From an optimization exercise on the open Yosys and OpenROAD flow, aimed at small area; shortcuts taken in it are not production practice.
The RTL was checked by simulation tests, not by an equivalence proof against the original design.

**design/flow/config.mk**
```make
export PLATFORM = sky130hd
export DESIGN_NAME = speden_display
export DESIGN_NICKNAME = speden_display
export VERILOG_FILES = /design/flow/design.v
export SDC_FILE = /design/flow/constraint.sdc
export NUM_CORES = 4
export LEC_CHECK = 0
export CAP_MARGIN = 20
export CORE_MARGIN = 2
export CORE_UTILIZATION = 40
export SLEW_MARGIN = 20
```
**design/flow/design.v**
```verilog
module speden_display (
  input  wire        clk,
  input  wire        rst,           
  input  wire        cmd_valid,
  output wire        cmd_ready,
  input  wire [2:0]  cmd,
  input  wire [15:0] score,
  input  wire        high_score,
  output reg  [5:0]  src_addr,
  input  wire [7:0]  src_data,
  output reg         done,
  output reg  [1:0]  status,
  output reg         ovf,
  output reg         irq_hold,
  output reg         sdi,
  output reg         sck,
  output reg         rck,
  output reg         clr,
  output reg         oe
);
  localparam NSEG = 4;
  localparam [2:0] C_INIT = 3'd0, C_SCORE = 3'd1, C_MSG = 3'd2,
                   C_CLRLCD = 3'd3, C_CLRSEG = 3'd4, C_POLL = 3'd5;
  localparam [2:0] OP_PAUSE = 3'd0, OP_CLEAR = 3'd1, OP_ENTRY = 3'd2,
                   OP_DISP = 3'd3, OP_FUNC = 3'd4, OP_WNC = 3'd5,
                   OP_HOME = 3'd6;
  localparam [1:0] M_IMM = 2'd0, M_HOLD = 2'd1, M_FORCE = 2'd2;
  localparam [1:0] ST_OK = 2'd0, ST_NOINIT = 2'd2, ST_BADCMD = 2'd3;
  localparam [7:0] SEG_BLANK = 8'h00;
  localparam [7:0] CW_DATA   = 8'h02;
  localparam [7:0] EN_MASK   = 8'h01;
  localparam [7:0] TOP_MASK  = 8'h80;
  localparam       CLR_LEVEL = 1'b1;
  localparam       OE_LEVEL  = 1'b0;
  function [7:0] seg_lut(input [3:0] d);
    case (d)
      4'd0: seg_lut = 8'hFC;
      4'd1: seg_lut = 8'h60;
      4'd2: seg_lut = 8'hDA;
      4'd3: seg_lut = 8'hF2;
      4'd4: seg_lut = 8'h66;
      4'd5: seg_lut = 8'hB6;
      4'd6: seg_lut = 8'hBE;
      4'd7: seg_lut = 8'hE0;
      4'd8: seg_lut = 8'hFE;
      default: seg_lut = 8'hF6;
    endcase
  endfunction
  function [7:0] ctrl_word(input [2:0] op);
    case (op)
      OP_CLEAR: ctrl_word = 8'h00;
      OP_ENTRY: ctrl_word = 8'h04;
      OP_DISP:  ctrl_word = 8'h18;
      OP_FUNC:  ctrl_word = 8'h70;
      OP_HOME:  ctrl_word = 8'h02;
      default:  ctrl_word = 8'h00;
    endcase
  endfunction
  localparam [4:0] S_IDLE     = 5'd0,
                   S_SCORE    = 5'd1,
                   S_CLRSEG   = 5'd2,
                   S_MSG_CLR  = 5'd3,
                   S_MSG_RD0  = 5'd4,
                   S_MSG_RD1  = 5'd5,
                   S_MSG_FIN  = 5'd6,
                   S_ENQ      = 5'd7,
                   S_POLL     = 5'd8,
                   S_PE       = 5'd9,
                   S_PE_NEXT  = 5'd10,
                   S_POLL_FIN = 5'd11,
                   S_REF_LOAD = 5'd12,
                   S_REF_BIT  = 5'd13,
                   S_REF_CLK  = 5'd14,
                   S_REF_LAT  = 5'd15,
                   S_REF_END  = 5'd16,
                   S_FINISH   = 5'd17;
  reg [4:0]  state;
  reg [4:0]  ref_ret;           
  reg [2:0]  cmd_r;
  reg [15:0] score_r;
  reg        scr_r;
  reg [1:0]  st_r;
  reg        initialized;
  reg [7:0]  seg [0:NSEG-1];    
  reg [7:0]  ctrl;              
  reg [7:0]  data;              
  reg [2:0]  q [0:19];          
  reg        armed;
  reg [7:0]  msg [0:49];        
  reg [5:0]  progress;          
  reg [4:0]  length;            
  reg [4:0]  n;                 
  reg [1:0]  enq_step;
  reg [2:0]  op_r;              
  reg [1:0]  pe_step;
  reg [47:0] sh;                
  reg [5:0]  bitcnt;
  integer k;
  assign cmd_ready = (state == S_IDLE);
  wire [15:0] w   = score_r % 16'd10000;
  wire [15:0] d0w = w / 16'd1000;
  wire [15:0] d1w = (w / 16'd100) % 16'd10;
  wire [15:0] d2w = (w / 16'd10) % 16'd10;
  wire [15:0] d3w = w % 16'd10;
  wire [3:0]  d0  = d0w[3:0];
  wire [3:0]  d1  = d1w[3:0];
  wire [3:0]  d2  = d2w[3:0];
  wire [3:0]  d3  = d3w[3:0];
  wire blank0 = (d0 == 4'd0);
  wire blank1 = blank0 && (d1 == 4'd0);
  wire blank2 = blank1 && (d2 == 4'd0);
  function [5:0] win_pos(input [4:0] idx);
    win_pos = (idx < 5'd16) ? {1'b0, idx} : ({1'b0, idx} + 6'd24);
  endfunction
  wire src_printable = (src_data >= 8'd32) && (src_data <= 8'd127);
  reg [2:0] enq_op;
  reg [1:0] enq_mode;
  reg       enq_last;
  always @(*) begin
    enq_op   = OP_CLEAR;
    enq_mode = M_IMM;
    enq_last = 1'b1;
    if (cmd_r == C_MSG) begin
      case (enq_step)
        2'd0:    begin enq_op = OP_CLEAR; enq_mode = M_IMM;   enq_last = 1'b0; end
        2'd1:    begin enq_op = OP_HOME;  enq_mode = M_HOLD;  enq_last = 1'b0; end
        default: begin enq_op = OP_WNC;   enq_mode = M_FORCE; enq_last = 1'b1; end
      endcase
    end
  end
  reg       q_found;
  reg [4:0] q_free;
  always @(*) begin
    q_found = 1'b0;
    q_free  = 5'd0;
    for (k = 19; k >= 0; k = k - 1) begin
      if (q[k] == OP_PAUSE) begin
        q_found = 1'b1;
        q_free  = k[4:0];
      end
    end
  end
  always @(posedge clk) begin
    done <= 1'b0;
    if (rst) begin
      state       <= S_IDLE;
      ref_ret     <= S_FINISH;
      cmd_r       <= 3'd0;
      st_r        <= ST_OK;
      status      <= ST_OK;
      initialized <= 1'b0;
      ovf         <= 1'b0;
      irq_hold    <= 1'b0;
      armed       <= 1'b0;
      src_addr    <= 6'd0;
      sdi         <= 1'b0;
      sck         <= 1'b0;
      rck         <= 1'b0;
      clr         <= 1'b0;
      oe          <= 1'b1;
    end else begin
      case (state)
        S_IDLE: begin
          irq_hold <= 1'b0;
          if (cmd_valid) begin
            cmd_r   <= cmd;
            score_r <= score;
            scr_r   <= high_score;
            st_r    <= ST_OK;
            if (!initialized && cmd != C_INIT) begin
              st_r  <= ST_NOINIT;
              state <= S_FINISH;
            end else begin
              case (cmd)
                C_INIT: begin
                  sdi <= 1'b0;
                  sck <= 1'b0;
                  rck <= 1'b0;
                  clr <= CLR_LEVEL;
                  oe  <= OE_LEVEL;
                  for (k = 0; k < NSEG; k = k + 1) seg[k] <= 8'h00;
                  ctrl <= 8'h00;
                  data <= 8'h00;
                  for (k = 0; k < 20; k = k + 1) q[k] <= OP_PAUSE;
                  q[0] <= OP_CLEAR;
                  q[1] <= OP_ENTRY;
                  q[2] <= OP_DISP;
                  q[3] <= OP_FUNC;
                  armed <= 1'b1;
                  for (k = 0; k < 50; k = k + 1) msg[k] <= 8'h00;
                  progress    <= 6'd0;
                  length      <= 5'd0;
                  ovf         <= 1'b0;
                  initialized <= 1'b1;
                  state       <= S_FINISH;
                end
                C_SCORE:  state <= S_SCORE;
                C_MSG:    state <= S_MSG_CLR;
                C_CLRLCD: begin
                  enq_step <= 2'd0;
                  state    <= S_ENQ;
                end
                C_CLRSEG: state <= S_CLRSEG;
                C_POLL: begin
                  irq_hold <= 1'b1;
                  state    <= S_POLL;
                end
                default: begin
                  st_r  <= ST_BADCMD;
                  state <= S_FINISH;
                end
              endcase
            end
          end
        end
        S_SCORE: begin
          seg[0]  <= blank0 ? SEG_BLANK : seg_lut(d0);
          seg[1]  <= blank1 ? SEG_BLANK : seg_lut(d1);
          seg[2]  <= blank2 ? SEG_BLANK : seg_lut(d2);
          seg[3]  <= seg_lut(d3);
          ref_ret <= S_FINISH;
          state   <= S_REF_LOAD;
        end
        S_CLRSEG: begin
          for (k = 0; k < NSEG; k = k + 1) seg[k] <= SEG_BLANK;
          ref_ret <= S_FINISH;
          state   <= S_REF_LOAD;
        end
        S_MSG_CLR: begin
          for (k = 0; k < 50; k = k + 1) msg[k] <= 8'h00;
          n        <= 5'd0;
          src_addr <= 6'd0;
          state    <= S_MSG_RD0;
        end
        S_MSG_RD0: begin
          if (n == 5'd26 || src_data == 8'h00) begin
            state <= S_MSG_FIN;
          end else if (src_data == 8'hC3) begin
            src_addr <= src_addr + 6'd1;
            state    <= S_MSG_RD1;
          end else begin
            msg[win_pos(n)] <= src_printable ? src_data : 8'h00;
            n        <= n + 5'd1;
            src_addr <= src_addr + 6'd1;
          end
        end
        S_MSG_RD1: begin
          if (src_data == 8'hA4) begin
            msg[win_pos(n)] <= 8'hE1;
            src_addr <= src_addr + 6'd1;
          end else if (src_data == 8'hB6) begin
            msg[win_pos(n)] <= 8'hEF;
            src_addr <= src_addr + 6'd1;
          end else begin
            msg[win_pos(n)] <= 8'h00;
          end
          n     <= n + 5'd1;
          state <= S_MSG_RD0;
        end
        S_MSG_FIN: begin
          progress <= 6'd0;
          length   <= n;
          if (scr_r) begin
            for (k = 0; k < 25; k = k + 2) msg[k] <= msg[k] | 8'h80;
          end
          enq_step <= 2'd0;
          state    <= S_ENQ;
        end
        S_ENQ: begin
          if (!q_found) begin
            ovf <= 1'b1;
          end else begin
            q[q_free] <= enq_op;
            if (enq_mode == M_FORCE) armed <= 1'b1;
            if (enq_mode == M_IMM && q_free == 5'd0) armed <= 1'b1;
          end
          enq_step <= enq_step + 2'd1;
          if (enq_last) state <= S_FINISH;
        end
        S_POLL: begin
          op_r <= q[0];
          if (!armed) begin
            state <= S_FINISH;
          end else if (q[0] == OP_PAUSE) begin
            armed <= 1'b0;
            for (k = 0; k < 19; k = k + 1) q[k] <= q[k+1];
            q[19] <= OP_PAUSE;
            state <= S_FINISH;
          end else begin
            if (q[0] == OP_WNC) begin
              ctrl <= CW_DATA | (msg[progress][7] ? TOP_MASK : 8'h00);
              data <= {1'b0, msg[progress][6:0]};
            end else begin
              ctrl <= ctrl_word(q[0]);
            end
            pe_step <= 2'd0;
            state   <= S_PE;
          end
        end
        S_PE: begin
          if (pe_step == 2'd1) ctrl <= ctrl | EN_MASK;
          else                 ctrl <= ctrl & ~EN_MASK;
          ref_ret <= S_PE_NEXT;
          state   <= S_REF_LOAD;
        end
        S_PE_NEXT: begin
          if (pe_step == 2'd2) begin
            state <= S_POLL_FIN;
          end else begin
            pe_step <= pe_step + 2'd1;
            state   <= S_PE;
          end
        end
        S_POLL_FIN: begin
          if (op_r == OP_WNC) progress <= progress + 6'd1;
          if (!(op_r == OP_WNC && (progress + 6'd1) < {1'b0, length})) begin
            for (k = 0; k < 19; k = k + 1) q[k] <= q[k+1];
            q[19] <= OP_PAUSE;
          end
          state <= S_FINISH;
        end
        S_REF_LOAD: begin
          sh     <= {seg[0], seg[1], seg[2], seg[3], ctrl, data};
          bitcnt <= 6'd0;
          state  <= S_REF_BIT;
        end
        S_REF_BIT: begin
          sdi   <= sh[0];
          sck   <= 1'b0;
          state <= S_REF_CLK;
        end
        S_REF_CLK: begin
          sck    <= 1'b1;
          sh     <= {1'b0, sh[47:1]};
          bitcnt <= bitcnt + 6'd1;
          if (bitcnt == 6'd47) state <= S_REF_LAT;
          else                 state <= S_REF_BIT;
        end
        S_REF_LAT: begin
          sck   <= 1'b0;
          rck   <= 1'b1;
          state <= S_REF_END;
        end
        S_REF_END: begin
          rck   <= 1'b0;
          state <= ref_ret;
        end
        S_FINISH: begin
          done   <= 1'b1;
          status <= st_r;
          state  <= S_IDLE;
        end
        default: state <= S_IDLE;
      endcase
    end
  end
endmodule
```
**design/flow/run.sh**
```bash
#!/bin/bash
# synth_recipe.tcl (not shown) runs the flow's synth.tcl, then flattens the netlist and writes it again
# the make line also repeats each setting of config.mk as NAME=value (left out here)
make -C /OpenROAD-flow-scripts/flow DESIGN_CONFIG=/design/flow/config.mk WORK_HOME=/design/flow/orfs CLKGATE_MAP_FILE= SYNTH_SCRIPT=/design/flow/synth_recipe.tcl finish
```
**design/flow/constraint.sdc**
```tcl
create_clock -name core_clock -period 15.0 [get_ports {clk}]
set_input_delay 3.0000 -clock core_clock [delete_from_list [all_inputs] [get_ports {clk}]]
set_output_delay 3.0000 -clock core_clock [all_outputs]
set_load 0.01 [all_outputs]
```
==> impl_metrics.tcl <==
set metrics [dict create \
    status "timing/DRC/antenna clean" \
    min_period_over_period 0.714 \
    worstMarginPinSlew_ps 1050 \
    grt-ovfl-total 0 \
    worstPathRequired_ps 15350 \
    yosys_warnings 2 \
    layout_commonest_cell "edfxtp_1" \
    synth_edf_count 707 \
    remaining_drc_errors 0 \
    hp-class "reg2reg" \
    die_x_um 311 \
    critPathTopFamily "compound AO/OA/AOI/OAI gates" \
    grt_pass1_wl_mm 144 \
    post_cts.repair.setup_buffers 0 \
    critical_path_class "reg2reg" \
    io_pins 48 \
    maxCapViolCount 0 \
    arrival_ps 11060 \
    drv_slew 0 \
    hold_violations 0 \
    synth_flop_cell "edfxtp_1" \
    cts_inserted_buffers 80 \
    totalWireLength_mm 91.7 \
    grtUsageTotal 0.188 \
    holdPathStages 2 \
    post-place-cells 4269 \
    avgSynthCellArea_sq_um 12.1 \
    hold_end "cmd_r[1]" \
    rsz0062_at_grt "no" \
    port_buffers 47 \
    clockBufferDepth 3 \
    final_area_sq_mm 0.0422 \
    layout_common_cells "edfxtp_1, nor2_1, nand2_1" \
    critPathSlowestCell "or4_1" \
    core_sq_mm 0.0933 \
    postRouteAntennaNets 0 \
    timing.fmax_mhz 93.4 \
    synth_area_sq_mm 0.0377 \
    clk_pin_slew_ps 60 \
    cts_tree "done" \
    critPathLaunchType "register" \
    drive_gt1_frac 0.141 \
    slew_headroom 0.299 \
    clock-sinks 743 \
    insertion_delay_ps 660 \
    max_stage_delay_ps 740 \
    antenna_found_initial 2 \
    h-tree-depth 3 \
    worst_slack_ps 4290 \
    num_vias 24900 \
    clock_skew_ps 50.6 \
    min-delay-start "cmd_r[1]" \
    syn2layout_area_growth_pct 11.9 \
    fp-row-count 112 \
    routedWlPerCell_um 20.8 \
    post_cts_resized 0 \
    cp_max_fo 18 \
    postPlaceCellArea_sq_mm 0.0394 \
    min_period_ps 10710 \
    reg2reg_slack_ps 4290 \
    hold_buffers 0 \
    synthCells 3124 \
    cts_root_buf "clkbuf_16" \
    n_antenna_cell 0 \
    nets 3180 \
    via_per_inst 5.64 \
    initial_core_util 0.404 \
    ys_seq_area_frac 0.582 \
    finalSetupViolations 0 \
    synth_seq_cells 743 \
    grt_pass1_vias 24700 \
    dp_slack_ps 4330 \
    ff2ff_path_depth 34 \
    syn_nets 3205 \
    cp-end-kind "register" \
    r2r_start "score_r[6]" \
    firstDrtPassIters 5 \
    drtIter0Drc 2279 \
    regToRegEndpoint "seg[2][2]" \
    die_area_sq_mm 0.0968 \
    async_flop_share 0 \
    setup_tns_ps 0 \
    cp_num_buf_inv 3 \
    netlist-cell-type-count 125 \
    dpl.hpwl_mm 59.6 \
    grt_max_degree 107 \
    finalNonFillerCells 4417 \
    dieHeight_um 311 \
    routabilityCongestion 0.839 \
]
[per-stage QoR]
stage          hold slack (ps)  utilization
6_report                   452        0.452
5_1_grt                    479        0.452
4_1_cts                    456        0.452
3_5_place_dp               447        0.422
3_3_place_gp               442        0.422
2_1_floorplan              432            -
[kinds of logic after synthesis]
logic type               count (synthesis)  synth area share
flip-flops                             743             0.582
buffers and inverters                  248            0.0265
AND/OR/NAND/NOR                       1328             0.154
AO/OA/AOI/OAI                          490            0.0935
multiplexers                           208             0.112
adder cells (fa/ha/maj)                 57            0.0185
XOR/XNOR                                50            0.0136
[cell type report]
| type | count | area, sq um |
|---|---|---|
| clock buffers | 99 | 2110 |
| clock inverters | 47 | 674 |
| fillers | 8502 | 51100 |
| inverters | 54 | 205 |
| multi-input cells | 2133 | 14900 |
| flip-flops and latches | 743 | 22000 |
| well taps | 1254 | 1570 |
| repair buffers | 87 | 818 |
[flip-flops by register name, indices dropped and copies added, names as in the netlist, 6 cells and up, named ones only]
| register | count |
|---|---|
| msg | 512 |
| q | 60 |
| sh | 48 |
| seg | 28 |
| score_r | 16 |
| ctrl | 7 |
| data | 7 |
| bitcnt | 6 |
| progress | 6 |
| src_addr | 6 |
[routing by layer]
| metal | wire, um | GRT usage | share of wire | up-vias |
|---|---|---|---|---|
| met5 | 9 | 0 | 0.000098 | - |
| met4 | 2970 | 0.0634 | 0.032 | 2 |
| met3 | 5640 | 0.0317 | 0.062 | 163 |
| met2 | 44000 | 0.308 | 0.48 | 733 |
| met1 | 39100 | 0.256 | 0.43 | 12400 |
| li1 | - | - | - | 11700 |
[worst register-to-register path: cells and delay by family (launching register included)]
kind | cells | cell delay [ps]
AOI/OAI and AO/OA | 15 | 4370
muxes | 3 | 1300
and+or+nand+nor | 11 | 3250
DFF | 1 | 560
adders and majority gates | 2 | 490
buffers and inverters | 3 | 430
[how the worst max path moves through the flow]
| stage | slack, ps | cells past startpoint | end | start |
|---|---|---|---|---|
| 2_1_floorplan | 6140 | 37 | seg[2][7] | score_r[6] |
| 3_3_place_gp | 4630 | 34 | seg[2][2] | score_r[6] |
| 3_5_place_dp | 4330 | 31 | seg[2][2] | score_r[6] |
| 4_1_cts | 4380 | 31 | seg[2][2] | score_r[6] |
| 5_1_grt | 3390 | 31 | seg[2][2] | score_r[6] |
| 6_report | 4290 | 34 | seg[2][2] | score_r[6] |
[cell usage after synthesis (all sizes together), types with 24 or more instances]
master  number  share of area
a21oi       93          0.014
mux4       168           0.10
inv         53         0.0053
mux2i       24         0.0065
nand2      441          0.044
and2        39         0.0065
nor3        57         0.0080
nand4       26         0.0043
a211oi      27         0.0067
dfxtp       36          0.019
clkbuf     149          0.015
buf         45         0.0063
nand3       54         0.0074
edfxtp     707           0.56
o211ai      24         0.0050
o21ai      140          0.019
xnor2       39          0.011
nor2       558          0.056
a31oi       31         0.0058
and3        33         0.0056
ha          50          0.017

## what the ideal ports hide
How much do the figures lean on ideal ports? The routed layout below was timed once more, with nothing changed but the port constraints. Step 1 (the two cells are an assumption about what drives the block):
set clk [get_ports {clk}]
set_driving_cell -lib_cell sky130_fd_sc_hd__clkbuf_16 $clk
set_driving_cell -lib_cell sky130_fd_sc_hd__buf_2 [delete_from_list [all_inputs] $clk]
Step 2, shift: input delay + t, output delay - t, t = (earliest + latest rising clock arrival at the registers) / 2. This alone moves slack from input paths to output paths. a / b / c = ideal ports / drivers / drivers and shift; a / b = the first two.
t, ns: 0.698
setup WS [ns]: 4.291 / 4.291 / 4.291
worst setup path at the end: register to register
worst slew at a driven data input, ns: 0.04
After both steps this run still meets setup and hold. For this run, drivers alone change the setup slack by 0.000 ns; drivers and shift together by 0.000 ns.
